From an optimization exercise on the open Yosys and OpenROAD flow, aimed at small area; shortcuts taken in it are not production practice. Function was checked by simulation only, so behaviour that the tests miss may differ from the original. Power is estimated from default activity; no workload was simulated.

## tape_decoder
module tape_decoder (
    input  wire        clk,
    input  wire        rst,           
    input  wire        cfg_we,
    input  wire [1:0]  cfg_sel,       
    input  wire [31:0] cfg_data,
    input  wire        s_valid,
    input  wire [15:0] s_data,
    output wire        s_ready,
    input  wire        ev_ack,
    output reg  [1:0]  ev_pending,    
    output wire        fault,
    output wire [3:0]  fault_code,
    output reg  [3:0]  seq_len,
    output reg         byte_valid,
    output wire [7:0]  byte_data,
    output wire [3:0]  byte_field,    
    output reg         blk_done,
    output wire [1:0]  blk_type,      
    output wire [7:0]  blk_len,
    output wire [63:0] name,          
    output wire [7:0]  ftype,
    output wire [7:0]  ascii,
    output wire [7:0]  gap,
    output wire [15:0] start_addr,
    output wire [15:0] load_addr
);
For scale: ~210 I/O pins, ~0.013 mm² of cells after synthesis.
Settings: LEC_CHECK=0, CAP_MARGIN=0, CORE_MARGIN=2, CORE_UTILIZATION=72, SLEW_MARGIN=0, SYNTH_HIERARCHICAL=1; clock period 10.0 ns.
standard.sh (not shown) runs the stock make flow with config.mk's settings and CLKGATE_MAP_FILE= SYNTH_SCRIPT=/design/flow/synth_recipe.tcl, a recipe that flattens the netlist after the stock synthesis.
==> flow/flow/run.sh <==
#!/bin/bash
set -euo pipefail
here=$(pwd)
CTS="-sink_clustering_enable -sink_clustering_size 24 -sink_clustering_max_diameter 70 -buf_list {sky130_fd_sc_hd__clkbuf_8 sky130_fd_sc_hd__clkbuf_16} -dont_use_dummy_load -repair_clock_nets"
bash standard.sh "POST_FLOORPLAN_TCL=$here/flow/downsize.tcl" "BUFFER_PORTS_ARGS=-buffer_cell sky130_fd_sc_hd__buf_1" "CTS_ARGS=$CTS" finish > standard_flow.log 2>&1
==> flow/flow/downsize.tcl <==
# Run after floorplanning (POST_FLOORPLAN_TCL): give every combinational cell
# the smallest-area cell of its family (same function, other drive strength).
# The later repair steps size up again where slew, capacitance or timing need it.
# Registers, tie cells and physical cells are left alone.
set n 0
foreach inst [get_cells *] {
  set ref [get_property $inst ref_name]
  if { ![regexp {^(sky130_fd_sc_hd__[a-z0-9]+)_[0-9]+$} $ref -> base] } { continue }
  if { [regexp {__(df|edf|sdf|dl|sdl|conb|tap|fill|decap|diode)} $ref] } { continue }
  set best $ref
  set best_area [get_property [get_lib_cells */$ref] area]
  foreach lc [get_lib_cells */${base}_*] {
    set name [get_property $lc name]
    if { ![regexp "^${base}_\[0-9\]+\$" $name] } { continue }
    if { [get_property $lc dont_use] } { continue }
    set a [get_property $lc area]
    if { $a < $best_area } { set best $name; set best_area $a }
  }
  if { $best ne $ref } {
    replace_cell $inst [get_lib_cells */$best]
    incr n
  }
}
puts "downsize: $n cells resized"
Edit:
==> flow/flow/run.sh (replaced) <==
#!/bin/bash
set -euo pipefail
here=$(pwd)
CTS="-sink_clustering_enable -sink_clustering_size 18 -sink_clustering_max_diameter 55 -buf_list sky130_fd_sc_hd__clkbuf_8 -dont_use_dummy_load -repair_clock_nets"
bash standard.sh "POST_FLOORPLAN_TCL=$here/flow/downsize.tcl" "BUFFER_PORTS_ARGS=-buffer_cell sky130_fd_sc_hd__buf_1" "CTS_ARGS=$CTS" finish > standard_flow.log 2>&1
CORE_UTILIZATION = 76   (was 72)
The changed run finished with timing, DRC and antenna clean.
Area after synthesis does not change.
Sequential cell count is unchanged.
Fmax drops by 2.0%.
Sequential share of layout area climbs by 0.56 points.
Non-clock buffer count drops by 1.
Core utilization climbs by 3.3 points.
Clock power drops by 15%.
Routed wire length climbs by 3.9%.
Final area drops by 0.89%.
Count of clock-buffer cells in the layout climbs by 5.
Edit:
==> flow/flow/run.sh (replaced) <==
#!/bin/bash
set -euo pipefail
here=$(pwd)
CTS="-sink_clustering_enable -sink_clustering_size 20 -sink_clustering_max_diameter 50 -buf_list sky130_fd_sc_hd__clkbuf_8 -dont_use_dummy_load -repair_clock_nets"
bash standard.sh "POST_FLOORPLAN_TCL=$here/flow/downsize.tcl" "BUFFER_PORTS_ARGS=-buffer_cell sky130_fd_sc_hd__buf_1" "CTS_ARGS=$CTS" finish > standard_flow.log 2>&1
CORE_UTILIZATION = 72   (was 76)
=>
- The new run completed with no timing, DRC or antenna violations
- non-clock buffer count goes up by 1
- cell count goes up by 0.53%
- setup slack is better by 0.16 ns
- worst hold slack is worse by 0.014 ns
- count of clock-buffer cells in the layout goes up by 4
- power goes up by 1.3%
- wire length goes down by 4.2%
Edit:
==> flow/flow/run.sh (replaced) <==
#!/bin/bash
set -euo pipefail
here=$(pwd)
CTS="-sink_clustering_enable -sink_clustering_size 30 -sink_clustering_max_diameter 80 -buf_list sky130_fd_sc_hd__clkbuf_16 -dont_use_dummy_load -repair_clock_nets"
bash standard.sh "POST_FLOORPLAN_TCL=$here/flow/downsize.tcl" "BUFFER_PORTS_ARGS=-buffer_cell sky130_fd_sc_hd__buf_1" "CTS_ARGS=$CTS" finish > standard_flow.log 2>&1
After rerunning: First-iteration DRC count went down by about 5%; total power climbs by about 1.5%; via count is about the same.

==> port drivers added, routing unchanged <==
No port has a modelled driver above. Below, the same layouts with a new extraction and two added sets of constraints.
Step 1 (the two cells are an assumption about what drives the block):
set clk [get_ports {clk}]
set_driving_cell -lib_cell sky130_fd_sc_hd__clkbuf_16 $clk
set_driving_cell -lib_cell sky130_fd_sc_hd__buf_2 [delete_from_list [all_inputs] $clk]
Step 2 moves the port delays by t, midway between the first and last clock arrival at a register: inputs arrive t later, outputs are due t later. That takes back most of the time a late clock gives input paths.
a / b / c = no drivers / after step 1 / after step 2; a / b = the first two.
| run | t (ns) | slack for setup (ns) | worst hold slack (ns) | clock arrival spread, ns |
|---|---|---|---|---|
| the first run | 0.534 | 1.697 / 1.697 / 1.697 | 0.451 / 0.451 / 0.451 | 0.025 / 0.025 |
| the second run | 0.586 | 1.524 / 1.524 / 1.524 | 0.453 / 0.453 / 0.453 | 0.037 / 0.038 |
| the third run | 0.571 | 1.684 / 1.684 / 1.684 | 0.439 / 0.439 / 0.439 | 0.062 / 0.062 |
| the fourth run | 0.524 | 1.663 / 1.663 / 1.663 | 0.455 / 0.455 / 0.455 | 0.053 / 0.053 |
After both steps setup and hold are still met in every run listed.
